What follows belongs to an exercise in optimizing a design on an open flow for small area; a production flow would make more cautious choices. The RTL was checked by simulation tests, not by an equivalence proof against the original design. The clock port is modelled as an ideal driver, which makes a skipped or thinned clock tree look cheaper than it is; a real chip needs a root buffer or a tree. Power and IR drop assume default switching activity.

==> flow/design.v <==
module slpe_rx (
    input  wire       clk,
    input  wire       rst,
    input  wire       start,
    input  wire       rx_valid,
    input  wire [7:0] rx_data,
    output wire       busy,
    output wire       tx_valid,
    output wire [7:0] tx_data,
    output reg        pl_valid,
    output wire [7:0] pl_data,
    output wire       pl_commit,
    output wire       pl_discard,
    output wire       done,
    output wire       ok,
    output reg  [2:0] retries
);
    localparam [4:0] S_IDLE = 5'h0D, S_IDLEK = 5'h0E, S_IDLEE = 5'h08,
                     S_POLL = 5'h03, S_ENQ = 5'h07, S_ACK = 5'h0F,
                     S_ACK2 = 5'h02, S_DCHK = 5'h04, S_NAK = 5'h05,
                     S_RETN = 5'h06, S_RETE = 5'h0C, S_ERROR = 5'h00,
                     S_ENDK = 5'h01, S_ENDE = 5'h0A;
    localparam [4:0] S_STXA = 5'h15, S_STX = 5'h1D, S_LEN = 5'h18,
                     S_CMD0 = 5'h14, S_CMD1 = 5'h16, S_CMD2 = 5'h12,
                     S_EXT0 = 5'h1A, S_EXT1 = 5'h1C, S_EXT2 = 5'h1E,
                     S_FN0 = 5'h1F, S_FN1 = 5'h10, S_FN2 = 5'h13,
                     S_FN3 = 5'h11, S_DATA = 5'h19, S_ETX = 5'h1B,
                     S_CS = 5'h17;
    reg  [4:0]  st;
    reg  [7:0]  lb;         
    reg  [6:0]  tmr;        
    reg         div, mid;
    reg  [10:0] rem;        
    reg  [7:0]  crc;
    reg  [7:0]  fr;         
    reg         fm;         
    wire s_idle = (st == S_IDLE) || (st == S_IDLEK) || (st == S_IDLEE);
    assign busy       = !s_idle;
    assign done       = (st == S_IDLEK) || (st == S_IDLEE);
    assign ok         = st[1];
    assign pl_commit  = (st == S_DCHK);
    assign pl_discard = (st == S_RETN) || (st == S_ENDE);
    assign tx_valid   = (st == S_STXA) || (st == S_DCHK) || (st == S_RETN);
    assign pl_data    = lb;
    assign tx_data    = {3'b000, pl_discard, 1'b0, 1'b1, ~st[1], pl_discard};
    wire fs      = st[4];                  
    wire tmo     = fs && !rx_valid && !tmr[6] && tmr[5] && !tmr[4] && !tmr[1] && tmr[0];
    wire [6:0] tmr_n = {tmr[5:0], ~(tmr[6] ^ tmr[5])};
    wire [7:0] cx = crc ^ rx_data;
    reg  [7:0] cn;
    integer i;
    always @(*) begin
        cn = cx;
        for (i = 0; i < 8; i = i + 1)
            cn = cn[7] ? ((cn << 1) ^ 8'h07) : (cn << 1);
    end
    wire crc_ok = (cx == 8'h00);
    wire [10:0] e11    = {rem[2:0], rx_data};
    wire        isdata = (st == S_DATA);
    wire [10:0] kterm  = div ? (isdata ? 11'd13 : 11'd12) : (isdata ? 11'd6 : 11'd5);
    wire        z      = (rem == kterm);
    wire        fcin   = (st == S_FN1) ? (rx_data == 8'hFF) : 1'b1;
    wire [8:0]  fcy;
    assign fcy[0] = fcin;
    genvar g;
    generate for (g = 0; g < 8; g = g + 1) begin : g_finc
        assign fcy[g+1] = fcy[g] & lb[g];
    end endgenerate
    wire [8:0]  finc   = {fcy[8], lb ^ fcy[7:0]};
    wire [11:0] rby;
    assign rby[0] = 1'b1;
    generate for (g = 0; g < 11; g = g + 1) begin : g_rdec
        assign rby[g+1] = rby[g] & ~rem[g];
    end endgenerate
    wire [10:0] rem_dec = rem ^ rby[10:0];
    wire        feq    = (rx_data == fr);
    wire        stx    = (st == S_STX) || (st == S_STXA);
    wire        fnum   = (st == S_FN0) || (st == S_FN1) || (st == S_FN2) || (st == S_FN3);
    always @(posedge clk) begin
        if (rx_valid)
            lb <= rx_data;
        if (!fs || rx_valid)
            tmr <= 7'b0001000;
        else
            tmr <= tmr_n;
        if (stx)
            crc <= 8'h00;
        else if (rx_valid)
            crc <= cn;
        if (fnum && rx_valid) begin
            fr <= finc[7:0];
            fm <= (st == S_FN1) ? ~finc[8] : (fm & feq);
        end
        pl_valid <= 1'b0;
        case (st)
        S_IDLE, S_IDLEK, S_IDLEE: if (start) begin
            retries <= 3'd0;
            mid     <= 1'b0;
            st      <= S_POLL;
        end else
            st      <= S_IDLE;
        S_POLL: if (rx_valid) st <= S_ENQ;
        S_ENQ: if (!rx_valid) begin
            if (lb == 8'h05)      st <= S_ACK;
            else if (lb == 8'h15) st <= S_POLL;
            else                  st <= S_RETE;
        end
        S_ACK: st <= S_STXA;
        S_STXA, S_STX:
               if (tmo) st <= S_ERROR;
               else if (rx_valid) st <= (rx_data == 8'h02) ? S_LEN : S_NAK;
               else st <= S_STX;
        S_LEN: if (tmo) st <= S_ERROR;
               else if (rx_valid) begin
                   div <= 1'b0;
                   rem <= {3'b000, rx_data};
                   st  <= (rx_data >= 8'd5 && rx_data != 8'hFF) ? S_CMD0 : S_NAK;
               end
        S_CMD0, S_CMD1: if (tmo) st <= S_ERROR;
               else if (rx_valid) begin
                   pl_valid <= !mid;
                   st <= (st == S_CMD0) ? S_CMD1 : S_CMD2;
               end
        S_CMD2: if (tmo) st <= S_ERROR;
               else if (rx_valid) begin
                   pl_valid <= !mid;
                   st <= (rem[7:0] == 8'hFE) ? S_EXT0 : (z ? S_ETX : S_DATA);
               end
        S_EXT0: if (tmo) st <= S_ERROR;
                else if (rx_valid) begin
                    div <= (rx_data != 8'h00);
                    st  <= S_EXT1;
                end
        S_EXT1: if (tmo) st <= S_ERROR;
                else if (rx_valid) begin
                    rem <= {rem[2:0], rx_data};
                    div <= div | (rx_data[7:3] != 5'd0);
                    st  <= S_EXT2;
                end
        S_EXT2: if (tmo) st <= S_ERROR;
                else if (rx_valid) begin
                    rem <= {rem[2:0], rx_data};
                    if (mid || div || e11 > 11'd1032) begin
                        div <= 1'b1;
                        st  <= (div || e11 < 11'd12 || e11 > 11'd1036) ? S_NAK : S_FN0;
                    end else
                        st  <= (e11 < 11'd5) ? S_NAK : (e11 == 11'd5) ? S_ETX : S_DATA;
                end
        S_FN0, S_FN1, S_FN2: if (tmo) st <= S_ERROR;
                else if (rx_valid)
                    st <= (st == S_FN0) ? S_FN1 : (st == S_FN1) ? S_FN2 : S_FN3;
        S_FN3: if (tmo) st <= S_ERROR;
                else if (rx_valid)
                    st <= z ? S_ETX : S_DATA;
        S_DATA: if (tmo) st <= S_ERROR;
                else if (rx_valid) begin
                    pl_valid <= 1'b1;
                    rem      <= rem_dec;
                    if (z) st <= S_ETX;
                end
        S_ETX: if (tmo) st <= S_ERROR;
               else if (rx_valid) st <= (rx_data == 8'h03) ? S_CS : S_NAK;
        S_CS: if (tmo) st <= S_NAK;
              else if (rx_valid) st <= crc_ok ? S_ACK2 : S_NAK;
        S_ACK2: st <= S_DCHK;
        S_DCHK: if (div && !fm) begin
                    mid <= 1'b1;
                    st  <= S_POLL;
                end else
                    st  <= S_ENDK;
        S_NAK: st <= S_RETN;
        S_RETN, S_RETE: begin
            retries <= {retries[2] ^ (retries[1] & retries[0]), retries[1] ^ retries[0], ~retries[0]};
            st      <= retries[2] ? S_ERROR : S_POLL;
        end
        S_ERROR: st <= S_ENDE;
        S_ENDK:  st <= S_IDLEK;
        S_ENDE:  st <= S_IDLEE;
        default: st <= S_IDLE;
        endcase
        if (rst) begin
            st       <= S_IDLE;
            retries  <= 3'd0;
            pl_valid <= 1'b0;
        end
    end
endmodule
export LEC_CHECK = 0
export CAP_MARGIN = 20
export CORE_MARGIN = 2
export CORE_UTILIZATION = 65
export GPL_TIMING_DRIVEN = 0
export PLACE_DENSITY = 0.75
export SLEW_MARGIN = 20
create_clock -name core_clock -period 5.0 [get_ports {clk}]
standard.sh (not shown) runs the stock make flow with config.mk's settings and CLKGATE_MAP_FILE= SYNTH_SCRIPT=/design/flow/synth_recipe.tcl, a recipe that flattens the netlist after the stock synthesis.
==> flow/flow/run.sh <==
#!/bin/bash
# Own layout flow: the standard flow (standard.sh) with three changes:
#  - synthesis: synth_recipe.tcl unchanged except that Yosys's abc call uses
#    an area-oriented ABC script (flow/area.abc) and that adders are left to
#    ABC instead of being extracted into half-adder cells; registers are
#    untouched;
#  - port buffers are buf_1 cells (BUFFER_PORTS_ARGS);
#  - the clock tree is one level of clkbuf_8 cells fed by the clock port,
#    each driving one spatial cluster of the registers (flow/cts_single.tcl).
set -e
HERE=$(pwd)
{
  head -n 1 synth_recipe.tcl
  cat <<TCL
proc extract_fa {args} { puts "extract_fa skipped" }
proc abc {args} {
  set i [lsearch \$args -script]
  if {\$i >= 0} { lset args [expr {\$i+1}] $HERE/flow/area.abc }
  yosys abc {*}\$args
}
TCL
  tail -n +2 synth_recipe.tcl
} > my_synth.tcl
sed "s#SYNTH_SCRIPT=[^ ]*#SYNTH_SCRIPT=$HERE/my_synth.tcl#" standard.sh > my_standard.sh
grep -q "SYNTH_SCRIPT=$HERE/my_synth.tcl" my_standard.sh
export BUFFER_PORTS_ARGS="-buffer_cell sky130_fd_sc_hd__buf_1"
export PRE_CTS_TCL=$HERE/flow/cts_single.tcl
export MY_CTS_NCLUST=4
export REMOVE_ABC_BUFFERS=1
export SKIP_REPAIR_TIE_FANOUT=1
bash my_standard.sh > $HERE/standard.log 2>&1
==> flow/flow/area.abc <==
strash
balance -l; resub -K 6 -l; rewrite -l; resub -K 6 -N 2 -l; refactor -l; resub -K 8 -l; balance -l; resub -K 8 -N 2 -l; rewrite -l; resub -K 10 -l; rewrite -z -l; resub -K 10 -N 2 -l; balance -l; resub -K 12 -l; refactor -z -l; resub -K 12 -N 2 -l; rewrite -z -l; balance -l
&get -n
&st
&synch2
&nf -R 1000 -a
&put
strash
balance -l; resub -K 6 -l; rewrite -l; resub -K 6 -N 2 -l; refactor -l; resub -K 8 -l; balance -l; resub -K 8 -N 2 -l; rewrite -l; resub -K 10 -l; rewrite -z -l; resub -K 10 -N 2 -l; balance -l; resub -K 12 -l; refactor -z -l; resub -K 12 -N 2 -l; rewrite -z -l; balance -l
dch -f
amap
topo
dnsize
==> flow/flow/cts_single.tcl <==
# Replace TritonCTS by a one-level clock tree: the clock port drives a few
# clkbuf cells directly, each driving one spatial cluster of the clock sinks.
rename clock_tree_synthesis _orig_clock_tree_synthesis
proc split_sinks { sinks n } {
  if { $n <= 1 } { return [list $sinks] }
  set xs [lsort -integer [lmap s $sinks {lindex $s 1}]]
  set ys [lsort -integer [lmap s $sinks {lindex $s 2}]]
  set axis 1
  if { [lindex $ys end] - [lindex $ys 0] > [lindex $xs end] - [lindex $xs 0] } { set axis 2 }
  set s [lsort -integer -index $axis $sinks]
  set n1 [expr {$n / 2}]
  set cut [expr {([llength $s] * $n1 + $n / 2) / $n}]
  return [concat [split_sinks [lrange $s 0 [expr {$cut - 1}]] $n1] \
                 [split_sinks [lrange $s $cut end] [expr {$n - $n1}]]]
}
proc clock_tree_synthesis { args } {
  set nclust 4
  if { [info exists ::env(MY_CTS_NCLUST)] } { set nclust $::env(MY_CTS_NCLUST) }
  set bufname sky130_fd_sc_hd__clkbuf_8
  if { [info exists ::env(MY_CTS_BUF)] } { set bufname $::env(MY_CTS_BUF) }
  set block [ord::get_db_block]
  set db [ord::get_db]
  set master [$db findMaster $bufname]
  set clknet [$block findNet clk]
  # sinks with their pin locations
  set sinks {}
  foreach it [$clknet getITerms] {
    set inst [$it getInst]
    set box [$inst getBBox]
    set x [expr {([$box xMin] + [$box xMax]) / 2}]
    set y [expr {([$box yMin] + [$box yMax]) / 2}]
    lappend sinks [list $it $x $y]
  }
  # recursive bisection along the longer side, group sizes in proportion
  # to the number of buffers each side gets
  set groups [split_sinks $sinks $nclust]
  set k 0
  foreach g $groups {
    set newnet [odb::dbNet_create $block clknet_leaf_${k}_clk]
    $newnet setSigType CLOCK
    set sx 0
    set sy 0
    foreach s $g {
      set it [lindex $s 0]
      set sx [expr {$sx + [lindex $s 1]}]
      set sy [expr {$sy + [lindex $s 2]}]
      $it disconnect
      $it connect $newnet
    }
    set n [llength $g]
    set buf [odb::dbInst_create $block $master clkbuf_leaf_${k}_clk]
    [$buf findITerm A] connect $clknet
    [$buf findITerm X] connect $newnet
    $buf setLocation [expr {$sx / $n}] [expr {$sy / $n}]
    $buf setPlacementStatus PLACED
    puts "clock buffer $k drives $n sinks"
    incr k
  }
  set_propagated_clock [all_clocks]
}
==> next run, changes <==
--- a/flow/flow/run.sh
+++ b/flow/flow/run.sh
@@ -28 +28 @@
-export MY_CTS_NCLUST=4
+export MY_CTS_NCLUST=3
--- a/flow/flow/area.abc
+++ b/flow/flow/area.abc
@@ -9,0 +10,7 @@
+&get -n
+&st
+&dch -f
+&nf -R 1000 -a
+&put
+strash
+balance -l; resub -K 6 -l; rewrite -l; resub -K 6 -N 2 -l; refactor -l; resub -K 8 -l; balance -l; resub -K 8 -N 2 -l; rewrite -l; resub -K 10 -l; rewrite -z -l; resub -K 10 -N 2 -l; balance -l; resub -K 12 -l; refactor -z -l; resub -K 12 -N 2 -l; rewrite -z -l; balance -l
@@ -11 +18 @@
-amap
+amap -F 20 -A 20
After rerunning: Wire length is higher by a few percent; via count is lower by a few percent; utilization is lower by 0.97 points; final cell count is lower by a little under a tenth; area after synthesis is lower by a few percent; design area is lower by a few percent; setup slack improved by 0.36 ns; global-route usage is higher by 1.3 points; sequential power is higher by a few percent.
==> next run, changes <==
--- a/flow/flow/area.abc
+++ b/flow/flow/area.abc
@@ -10,7 +9,0 @@
-&get -n
-&st
-&dch -f
-&nf -R 1000 -a
-&put
-strash
-balance -l; resub -K 6 -l; rewrite -l; resub -K 6 -N 2 -l; refactor -l; resub -K 8 -l; balance -l; resub -K 8 -N 2 -l; rewrite -l; resub -K 10 -l; rewrite -z -l; resub -K 10 -N 2 -l; balance -l; resub -K 12 -l; refactor -z -l; resub -K 12 -N 2 -l; rewrite -z -l; balance -l
@@ -18 +11 @@
-amap -F 20 -A 20
+amap
Effect: Final area is higher by a few percent. Sequential power is lower by a few percent. Die area is higher slightly. Sequential cell count does not change. Fmax is lower by a little under a tenth. Critical path depth is lower by 1. Total power is lower by a few percent.
In every run of this note, the design's own scripts or RTL, not TritonCTS, make the clock network.

* * *

Another version of the RTL of slpe_rx (not shown whole).
Size in the first run: roughly 54 flip-flops, roughly 38 I/O pins, about 3100 sq um of cells after synthesis.
export LEC_CHECK = 0
export CAP_MARGIN = 20
export CORE_MARGIN = 2
export CORE_UTILIZATION = 65
export GPL_TIMING_DRIVEN = 0
export PLACE_DENSITY = 0.75
export SLEW_MARGIN = 20
create_clock -name core_clock -period 5.0 [get_ports {clk}]
==> flow/flow/run.sh <==
#!/bin/bash
# Own layout flow: the standard flow (standard.sh) with three changes:
#  - synthesis: synth_recipe.tcl unchanged except that Yosys's abc call uses
#    an area-oriented ABC script (flow/area.abc) and that adders are left to
#    ABC instead of being extracted into half-adder cells; registers are
#    untouched;
#  - port buffers are buf_1 cells (BUFFER_PORTS_ARGS);
#  - the clock tree is one level of clkbuf_8 cells fed by the clock port,
#    each driving one spatial cluster of the registers (flow/cts_single.tcl).
set -e
HERE=$(pwd)
{
  head -n 1 synth_recipe.tcl
  cat <<TCL
proc extract_fa {args} { puts "extract_fa skipped" }
proc abc {args} {
  set i [lsearch \$args -script]
  if {\$i >= 0} { lset args [expr {\$i+1}] $HERE/flow/area.abc }
  yosys abc {*}\$args
}
TCL
  tail -n +2 synth_recipe.tcl
} > my_synth.tcl
sed "s#SYNTH_SCRIPT=[^ ]*#SYNTH_SCRIPT=$HERE/my_synth.tcl#" standard.sh > my_standard.sh
grep -q "SYNTH_SCRIPT=$HERE/my_synth.tcl" my_standard.sh
export BUFFER_PORTS_ARGS="-buffer_cell sky130_fd_sc_hd__buf_1"
export PRE_CTS_TCL=$HERE/flow/cts_single.tcl
export MY_CTS_NCLUST=3
export REMOVE_ABC_BUFFERS=1
export SKIP_REPAIR_TIE_FANOUT=1
bash my_standard.sh > $HERE/standard.log 2>&1
==> flow/flow/area.abc <==
strash
balance -l; resub -K 6 -l; rewrite -l; resub -K 6 -N 2 -l; refactor -l; resub -K 8 -l; balance -l; resub -K 8 -N 2 -l; rewrite -l; resub -K 10 -l; rewrite -z -l; resub -K 10 -N 2 -l; balance -l; resub -K 12 -l; refactor -z -l; resub -K 12 -N 2 -l; rewrite -z -l; balance -l
&get -n
&st
&synch2
&nf -R 1000 -a
&put
strash
balance -l; resub -K 6 -l; rewrite -l; resub -K 6 -N 2 -l; refactor -l; resub -K 8 -l; balance -l; resub -K 8 -N 2 -l; rewrite -l; resub -K 10 -l; rewrite -z -l; resub -K 10 -N 2 -l; balance -l; resub -K 12 -l; refactor -z -l; resub -K 12 -N 2 -l; rewrite -z -l; balance -l
&get -n
&st
&dch -f
&nf -R 1000 -a
&put
strash
balance -l; resub -K 6 -l; rewrite -l; resub -K 6 -N 2 -l; refactor -l; resub -K 8 -l; balance -l; resub -K 8 -N 2 -l; rewrite -l; resub -K 10 -l; rewrite -z -l; resub -K 10 -N 2 -l; balance -l; resub -K 12 -l; refactor -z -l; resub -K 12 -N 2 -l; rewrite -z -l; balance -l
dch -f
amap -F 20 -A 20
strash
dch -f
amap -F 20 -A 20
topo
dnsize
Scripts as last shown in full above: flow/flow/cts_single.tcl
The first run produced a clean layout.
Change:
--- a/flow/flow/area.abc
+++ b/flow/flow/area.abc
@@ -19,3 +18,0 @@
-strash
-dch -f
-amap -F 20 -A 20
What happened: Fmax is lower by 8.5%. Synthesized area rose by 0.41%. Setup slack loses 0.37 ns. Sequential power decreases by about 0.8%. Sequential share of layout area is about the same. Final area barely changes. Power falls by 1.0%. Clock skew stays flat. Combinational power fell by about 2%. Flip-flop and latch count stays the same. Global-route usage went up by 2.3 points.
In every run of this note, the design's own scripts or RTL, not TritonCTS, make the clock network.

## what the ideal ports hide
The results above use ideal ports. As a check the final layouts listed here were re-extracted and re-timed, cells and wires unchanged. Step 1, drivers: a clkbuf_16 drives clk and a buf_2 each remaining input, both assumed. Step 2 moves the port delays by t, midway between the first and last clock arrival at a register: inputs arrive t later, outputs are due t later. That takes back most of the time a late clock gives input paths. a / b / c = ideal / step 1 / step 2; a / b = the first two.
run	t (ns)	setup WS [ns]	worst hold slack (ns)	slew at the worst register clock pin (ns)	pins driven straight from the clock port
the first run of note 1	0.212	0.605 / 0.640 / 0.429	0.417 / 0.417 / 0.417	0.10 / 0.10	4
the second run of note 1	0.211	0.964 / 0.964 / 0.884	0.457 / 0.457 / 0.457	0.11 / 0.11	3
the third run of note 1	0.210	0.608 / 0.629 / 0.419	0.427 / 0.427 / 0.427	0.12 / 0.12	3
the first run of note 2	0.209	0.977 / 0.977 / 0.936	0.417 / 0.417 / 0.417	0.11 / 0.11	3
the second run of note 2	0.211	0.603 / 0.632 / 0.420	0.438 / 0.438 / 0.438	0.11 / 0.11	3
After both steps every run listed still meets setup and hold. The setup slack of the third run of note 1, which loses most, moves by +0.021 ns with the drivers and by -0.189 ns with both steps.
